Background: an optimization exercise with open tools, aiming at small area. Do not read the settings as production practice. The RTL was checked by simulation tests, not by an equivalence proof against the original design. Power figures rest on the tool's default switching activity, not on a simulated workload.

==> quartz <==
## udma_uart
module udma_uart (
  input  wire        clk,
  input  wire        rst,
  input  wire        cg,
  input  wire        rx_in,
  output wire        tx_out,
  output reg         evt_rx,
  output reg         evt_tx,
  input  wire        reg_valid,
  input  wire        reg_write,
  input  wire [1:0]  reg_sz,
  input  wire [6:0]  reg_off,
  input  wire [31:0] reg_wdata,
  output reg  [31:0] reg_rdata,
  output reg         reg_err,
  output reg         tx_req_valid,
  output wire [31:0] tx_req_addr,
  output wire [2:0]  tx_req_n,
  input  wire        tx_rsp_valid,
  input  wire [31:0] tx_rsp_data,
  output reg         rx_req_valid,
  output wire [31:0] rx_req_addr,
  output wire [2:0]  rx_req_n,
  output wire [31:0] rx_req_data,
  input  wire        rx_rsp_valid
);
export LEC_CHECK = 0
export CAP_MARGIN = 20
export CORE_MARGIN = 2
export CORE_UTILIZATION = 55
export SLEW_MARGIN = 20
create_clock -name core_clock -period 12.0 [get_ports {clk}]
standard.sh (not shown) runs the stock make flow with config.mk's settings and CLKGATE_MAP_FILE= SYNTH_SCRIPT=/design/flow/synth_recipe.tcl, a recipe that flattens the netlist after the stock synthesis.
==> flow/flow/run.sh <==
#!/bin/bash
# The standard layout (standard.sh: standard synthesis, floorplan,
# placement, CTS, routing), with two changes:
#  - the port buffers are buf_1 cells instead of the flow's default cell;
#  - CTS builds the tree from clkbuf_8 cells under a clkbuf_16 root,
#    clustering up to 16 flip-flops within 60 um per leaf buffer, and adds
#    no dummy loads.
# make's full output goes to standard.log here; ORFS keeps each step's log
# under orfs/logs/.
set -euo pipefail
export BUFFER_PORTS_ARGS="-buffer_cell sky130_fd_sc_hd__buf_1"
export CTS_ARGS="-sink_clustering_enable -repair_clock_nets -dont_use_dummy_load -sink_clustering_size 16 -sink_clustering_max_diameter 60 -buf_list sky130_fd_sc_hd__clkbuf_8 -root_buf sky130_fd_sc_hd__clkbuf_16"
bash standard.sh > standard.log 2>&1
==> delta: changes against quartz <==
--- a/flow/design.v
+++ b/flow/design.v
@@ -93,11 +93,10 @@
   reg [19:0]              rx_drem,   tx_drem;
   reg [1:0]               rx_cds,    tx_cds;
   reg                     rx_ccont,  tx_ccont;
   reg [3:0][7:0] rx_stage, tx_stage;
   reg [2:0]      rx_scnt,  tx_scnt;
-  reg [1:0]      rx_rd;               
   reg        rx_out_v,  tx_out_v;
   reg [2:0]  rx_out_n,  tx_out_n;
   reg        rx_out_disc, tx_out_disc;
   reg        rx_rdy_v,  tx_rdy_v;
   reg [1:0]  parity_mode;
@@ -108,23 +107,20 @@
   reg [2:0]  tx_bit;
   reg        tx_stop;
   reg [15:0] tx_cnt;
   reg        tx_line;
   reg [1:0]  rx_state;
-  reg [7:0]  rx_shift;    
+  reg [7:0]  rx_shift;
+  reg [2:0]  rx_bit;
   reg [16:0] rx_cnt;
   reg        rx_prev;
   assign tx_out      = tx_line;
   assign tx_req_addr = tx_daddr;
   assign tx_req_n    = tx_out_n;
   assign rx_req_addr = rx_daddr;
   assign rx_req_n    = rx_out_n;
-  wire [1:0] rx_rd1 = rx_rd + 2'd1;
-  wire [1:0] rx_rd2 = rx_rd + 2'd2;
-  wire [1:0] rx_rd3 = rx_rd + 2'd3;
-  assign rx_req_data = {rx_stage[rx_rd3], rx_stage[rx_rd2],
-                        rx_stage[rx_rd1], rx_stage[rx_rd]};
+  assign rx_req_data = rx_stage;
   reg [31:0] n_rx_saddr, n_tx_saddr;
   reg        n_rx_cont,  n_tx_cont;
   reg [1:0]  n_rx_ds,    n_tx_ds;
   reg        n_rx_en,    n_tx_en;
   reg [2:0]               n_rx_dcnt,   n_tx_dcnt;
@@ -136,11 +132,10 @@
   reg [19:0]              n_rx_drem,   n_tx_drem;
   reg [1:0]               n_rx_cds,    n_tx_cds;
   reg                     n_rx_ccont,  n_tx_ccont;
   reg [3:0][7:0] n_rx_stage, n_tx_stage;
   reg [2:0]      n_rx_scnt,  n_tx_scnt;
-  reg [1:0]      n_rx_rd;
   reg        n_rx_out_v,  n_tx_out_v;
   reg [2:0]  n_rx_out_n,  n_tx_out_n;
   reg        n_rx_out_disc, n_tx_out_disc;
   reg        n_rx_rdy_v,  n_tx_rdy_v;
   reg [1:0]  n_parity_mode;
@@ -152,23 +147,21 @@
   reg        n_tx_stop;
   reg [15:0] n_tx_cnt;
   reg        n_tx_line;
   reg [1:0]  n_rx_state;
   reg [7:0]  n_rx_shift;
+  reg [2:0]  n_rx_bit;
   reg [16:0] n_rx_cnt;
   reg        n_rx_prev;
   reg        n_evt_rx, n_evt_tx;
   reg        n_tx_req_valid, n_rx_req_valid;
   reg        acc_ok;
   reg [2:0]  unit;
   reg [2:0]  nn;
   reg        pb;
-  reg        rx_last;
   reg [1:0]  tx_idx;
-  reg [1:0]  rx_wr;
   reg [16:0] tx_cnt_dec, rx_cnt_dec;
-  reg        tx_ld, tx_dc, rx_ld1, rx_ld, rx_dc;
   integer    i;
   always @* begin
     n_rx_saddr = rx_saddr;   n_tx_saddr = tx_saddr;
     n_rx_cont  = rx_cont;    n_tx_cont  = tx_cont;
     n_rx_ds    = rx_ds;      n_tx_ds    = tx_ds;
@@ -180,12 +173,11 @@
     n_rx_pcont  = rx_pcont;  n_tx_pcont  = tx_pcont;
     n_rx_daddr  = rx_daddr;  n_tx_daddr  = tx_daddr;
     n_rx_drem   = rx_drem;   n_tx_drem   = tx_drem;
     n_rx_cds    = rx_cds;    n_tx_cds    = tx_cds;
     n_rx_ccont  = rx_ccont;  n_tx_ccont  = tx_ccont;
-    n_rx_stage = rx_stage;
-    n_rx_rd    = rx_req_valid ? rx_rd + rx_out_n[1:0] : rx_rd;
+    n_rx_stage = rx_req_valid ? (rx_stage >> {rx_out_n, 3'b000}) : rx_stage;
     n_tx_stage = tx_stage;
     n_rx_scnt  = rx_scnt;    n_tx_scnt  = tx_scnt;
     n_rx_out_v    = rx_out_v;    n_tx_out_v    = tx_out_v;
     n_rx_out_n    = rx_out_n;    n_tx_out_n    = tx_out_n;
     n_rx_out_disc = rx_out_disc; n_tx_out_disc = tx_out_disc;
@@ -193,11 +185,11 @@
     n_parity_mode = parity_mode;
     n_stop2       = stop2;
     n_clkdiv      = clkdiv;
     n_tx_state = tx_state;  n_tx_shift = tx_shift;  n_tx_bit = tx_bit;
     n_tx_stop  = tx_stop;   n_tx_cnt   = tx_cnt;    n_tx_line = tx_line;
-    n_rx_state = rx_state;  n_rx_shift = rx_shift;
+    n_rx_state = rx_state;  n_rx_shift = rx_shift;  n_rx_bit = rx_bit;
     n_rx_cnt   = rx_cnt;    n_rx_prev  = rx_prev;
     n_evt_rx = 1'b0;
     n_evt_tx = 1'b0;
     n_tx_req_valid = 1'b0;
     n_rx_req_valid = 1'b0;
@@ -205,16 +197,12 @@
     reg_err   = 1'b0;
     acc_ok    = 1'b0;
     unit      = 3'd0;
     nn        = 3'd0;
     pb        = 1'b0;
-    rx_last   = 1'b0;
     tx_idx    = 2'd0;
-    rx_wr     = 2'd0;
     tx_cnt_dec = dec17({1'b0, tx_cnt});
-    tx_ld = 1'b0;  tx_dc = 1'b0;
-    rx_ld1 = 1'b0; rx_ld = 1'b0; rx_dc = 1'b0;
     rx_cnt_dec = dec17(rx_cnt);
     if (n_rx_rdy_v) begin
       if (!n_rx_out_disc) begin
         n_rx_daddr = add3_32(rx_daddr, rx_out_n);
         n_rx_drem  = sub3_20(rx_drem, rx_out_n);
@@ -379,21 +367,21 @@
         if (n_tx_scnt != 3'd0) begin
           n_tx_shift = n_tx_stage[tx_idx];
           n_tx_scnt  = n_tx_scnt - 3'd1;
           n_tx_state = TX_START;
           n_tx_line  = 1'b0;
-          tx_ld = 1'b1;
+          n_tx_cnt   = n_clkdiv;
         end
       end else if (n_tx_cnt != 16'd0) begin
-        tx_dc = 1'b1;
+        n_tx_cnt = tx_cnt_dec[15:0];
       end else begin
         case (n_tx_state)
           TX_START: begin
             n_tx_state = TX_DATA;
             n_tx_bit   = 3'd0;
             n_tx_line  = n_tx_shift[0];
-            tx_ld = 1'b1;
+            n_tx_cnt   = n_clkdiv;
           end
           TX_DATA: begin
             if (n_tx_bit != 3'd7) begin
               n_tx_bit  = n_tx_bit + 3'd1;
               n_tx_line = n_tx_shift[n_tx_bit];
@@ -403,93 +391,87 @@
             end else begin
               n_tx_state = TX_STOP;
               n_tx_stop  = 1'b0;
               n_tx_line  = 1'b1;
             end
-            tx_ld = 1'b1;
+            n_tx_cnt = n_clkdiv;
           end
           TX_PARITY: begin
             n_tx_state = TX_STOP;
             n_tx_stop  = 1'b0;
             n_tx_line  = 1'b1;
-            tx_ld = 1'b1;
+            n_tx_cnt   = n_clkdiv;
           end
           TX_STOP: begin
             if (!n_tx_stop && n_stop2) begin
               n_tx_stop = 1'b1;
               n_tx_line = 1'b1;
-              tx_ld = 1'b1;
+              n_tx_cnt  = n_clkdiv;
             end else if (n_tx_scnt != 3'd0) begin
               n_tx_shift = n_tx_stage[tx_idx];
               n_tx_scnt  = n_tx_scnt - 3'd1;
               n_tx_state = TX_START;
               n_tx_line  = 1'b0;
-              tx_ld = 1'b1;
+              n_tx_cnt   = n_clkdiv;
             end else begin
               n_tx_state = TX_IDLE;
               n_tx_line  = 1'b1;
             end
           end
           default: ;
         endcase
       end
-      rx_wr = n_rx_rd + n_rx_scnt[1:0];    
       case (n_rx_state)
         RX_WAIT_START: begin
           if (n_rx_prev && !rx_in) begin
             n_rx_state = RX_DATA;
-            n_rx_shift = 8'b1000_0000;
-            rx_ld1 = 1'b1;
+            n_rx_bit   = 3'd0;
+            n_rx_cnt   = add17({1'b0, n_clkdiv}, {2'b00, n_clkdiv[15:1]}, n_clkdiv[0]);
           end
         end
         RX_DATA: begin
           if (n_rx_cnt != 17'd0) begin
-            rx_dc = 1'b1;
+            n_rx_cnt = rx_cnt_dec;
           end else begin
-            rx_last    = n_rx_shift[0];
             n_rx_shift = {rx_in, n_rx_shift[7:1]};
-            rx_ld = 1'b1;
-            if (!rx_last) begin
+            n_rx_cnt = {1'b0, n_clkdiv};
+            if (n_rx_bit != 3'd7) begin
+              n_rx_bit = n_rx_bit + 3'd1;
             end else if (n_parity_mode != 2'd0) begin
               n_rx_state = RX_PARITY;
             end else begin
               if (n_rx_dcnt != 3'd0 && n_rx_scnt != 3'd4) begin
-                n_rx_stage[rx_wr] = n_rx_shift;
+                n_rx_stage[n_rx_scnt[1:0]] = n_rx_shift;
                 n_rx_scnt = n_rx_scnt + 3'd1;
               end
               n_rx_state = RX_WAIT_STOP;
             end
           end
         end
         RX_PARITY: begin
           if (n_rx_cnt != 17'd0) begin
-            rx_dc = 1'b1;
+            n_rx_cnt = rx_cnt_dec;
           end else begin
             pb = (n_parity_mode == 2'd1) ? ^n_rx_shift : ~^n_rx_shift;
             if (n_parity_mode == 2'd0 || rx_in == pb) begin
               if (n_rx_dcnt != 3'd0 && n_rx_scnt != 3'd4) begin
-                n_rx_stage[rx_wr] = n_rx_shift;
+                n_rx_stage[n_rx_scnt[1:0]] = n_rx_shift;
                 n_rx_scnt = n_rx_scnt + 3'd1;
               end
             end
             n_rx_state = RX_WAIT_STOP;
-            rx_ld = 1'b1;
+            n_rx_cnt   = {1'b0, n_clkdiv};
           end
         end
         RX_WAIT_STOP: begin
-          if (n_rx_cnt != 17'd0) rx_dc = 1'b1;
+          if (n_rx_cnt != 17'd0) n_rx_cnt = rx_cnt_dec;
           else                   n_rx_state = RX_WAIT_START;
         end
         default: ;
       endcase
       n_rx_prev = rx_in;
     end
-    if (tx_ld)      n_tx_cnt = n_clkdiv;
-    else if (tx_dc) n_tx_cnt = tx_cnt_dec[15:0];
-    if (rx_ld1)     n_rx_cnt = add17({1'b0, n_clkdiv}, {2'b00, n_clkdiv[15:1]}, n_clkdiv[0]);
-    else if (rx_ld) n_rx_cnt = {1'b0, n_clkdiv};
-    else if (rx_dc) n_rx_cnt = rx_cnt_dec;
     if (n_rx_dcnt != 3'd0 && !n_rx_out_v) begin
       unit = 3'd1 << n_rx_cds;
       nn   = (n_rx_drem[19:3] == 17'd0 && n_rx_drem[2:0] < unit) ? n_rx_drem[2:0] : unit;
       if (n_rx_scnt >= nn) begin
         n_rx_out_v     = 1'b1;
@@ -510,11 +492,10 @@
     if (rst && reg_valid)
       reg_err = 1'b1;
   end
   always @(posedge clk) begin
     if (rst) begin
-      rx_rd    <= 2'd0;
       rx_saddr <= 32'd0;  tx_saddr <= 32'd0;
       rx_cont  <= 1'b0;   tx_cont  <= 1'b0;
       rx_ds    <= 2'd0;   tx_ds    <= 2'd0;
       rx_en    <= 1'b0;   tx_en    <= 1'b0;
       rx_dcnt  <= 3'd0;   tx_dcnt  <= 3'd0;
@@ -531,11 +512,10 @@
       evt_rx <= 1'b0;
       evt_tx <= 1'b0;
       tx_req_valid <= 1'b0;
       rx_req_valid <= 1'b0;
     end else begin
-      rx_rd    <= n_rx_rd;
       rx_saddr <= n_rx_saddr;  tx_saddr <= n_tx_saddr;
       rx_cont  <= n_rx_cont;   tx_cont  <= n_tx_cont;
       rx_ds    <= n_rx_ds;     tx_ds    <= n_tx_ds;
       rx_en    <= n_rx_en;     tx_en    <= n_tx_en;
       rx_dcnt  <= n_rx_dcnt;   tx_dcnt  <= n_tx_dcnt;
@@ -567,9 +547,9 @@
     rx_stage <= n_rx_stage;    tx_stage <= n_tx_stage;
     rx_out_n    <= n_rx_out_n;     tx_out_n    <= n_tx_out_n;
     rx_out_disc <= n_rx_out_disc;  tx_out_disc <= n_tx_out_disc;
     tx_shift <= n_tx_shift;  tx_bit <= n_tx_bit;
     tx_stop  <= n_tx_stop;   tx_cnt <= n_tx_cnt;
-    rx_shift <= n_rx_shift;
+    rx_shift <= n_rx_shift;  rx_bit <= n_rx_bit;
     rx_cnt   <= n_rx_cnt;
   end
 endmodule
==> flow/run.sh (new file) <==
#!/bin/bash
# synth_recipe.tcl (not shown) runs the flow's synth.tcl, then flattens the netlist and writes it again
# the make line also repeats each setting of config.mk as NAME=value (left out here)
make -C /OpenROAD-flow-scripts/flow DESIGN_CONFIG=/design/flow/config.mk WORK_HOME=/design/flow/orfs CLKGATE_MAP_FILE= SYNTH_SCRIPT=/design/flow/synth_recipe.tcl finish
--- a/flow/config.mk
+++ b/flow/config.mk
@@ -5,7 +5,7 @@
 export SDC_FILE = /design/flow/constraint.sdc
 export NUM_CORES = 4
 export LEC_CHECK = 0
 export CAP_MARGIN = 20
 export CORE_MARGIN = 2
-export CORE_UTILIZATION = 55
+export CORE_UTILIZATION = 40
 export SLEW_MARGIN = 20
removed: flow/flow/run.sh
removed: flow/standard.sh
==> run notes <==
	quartz	delta
Adder and majority cell fraction of the synthesized area	7.54%	7.38%
Post-placement setup slack	1.38 ns	0.896 ns
Worst setup margin	1.93 ns	1.36 ns
Count of distinct cell types in the synthesized netlist	84	93
Share of the synthesized area in compound gates (AO/OA/AOI/OAI)	12.0%	15.7%
Mapped Area	34000 sq um	34400 sq um
Outcome	finished clean	finished clean
Leak Pwr	13.8 nW	15.0 nW
Met2 capacity usage during global routing	51.8%	37.4%
Number of buffers inserted during clock tree synthesis	54	79
Fin Hold WS	0.472 ns	0.469 ns
Layout cells sized above 1	6.57%	7.59%
Rows	91	107
Endpoint, Worst Hold	tx_line$_SDFFE_PP1P_	tx_stage[25]$_DFF_P_
Global routing usage on met1	38.7%	31.4%
Synthesized instance count	3594	3804

==> separate check: timing with driven ports <==
How much do the figures lean on ideal ports? The routed layouts below were timed once more, with nothing changed but the port constraints.
Step 1 (the two cells are an assumption about what drives the block):
set clk [get_ports {clk}]
set_driving_cell -lib_cell sky130_fd_sc_hd__clkbuf_16 $clk
set_driving_cell -lib_cell sky130_fd_sc_hd__buf_2 [delete_from_list [all_inputs] $clk]
Step 2 times the ports against the registers' clock, not the clock port: input delays grow and output delays shrink by t, the midpoint of the rising clock arrivals with the driver on.
a / b / c = no drivers / after step 1 / after step 2; a / b = the first two.
| run | t, ns | setup slack, ns | worst hold slack (ns) | worst setup path after step 2 |
|---|---|---|---|---|
| quartz | 0.647 | 1.929 / 1.972 / 1.324 | 0.472 / 0.472 / 0.472 | input to register |
| delta | 0.684 | 1.363 / 1.403 / 0.718 | 0.469 / 0.469 / 0.469 | input to register |
After both steps every run listed still meets setup and hold. The setup slack of delta, which loses most, moves by +0.040 ns with the drivers and by -0.645 ns with both steps.
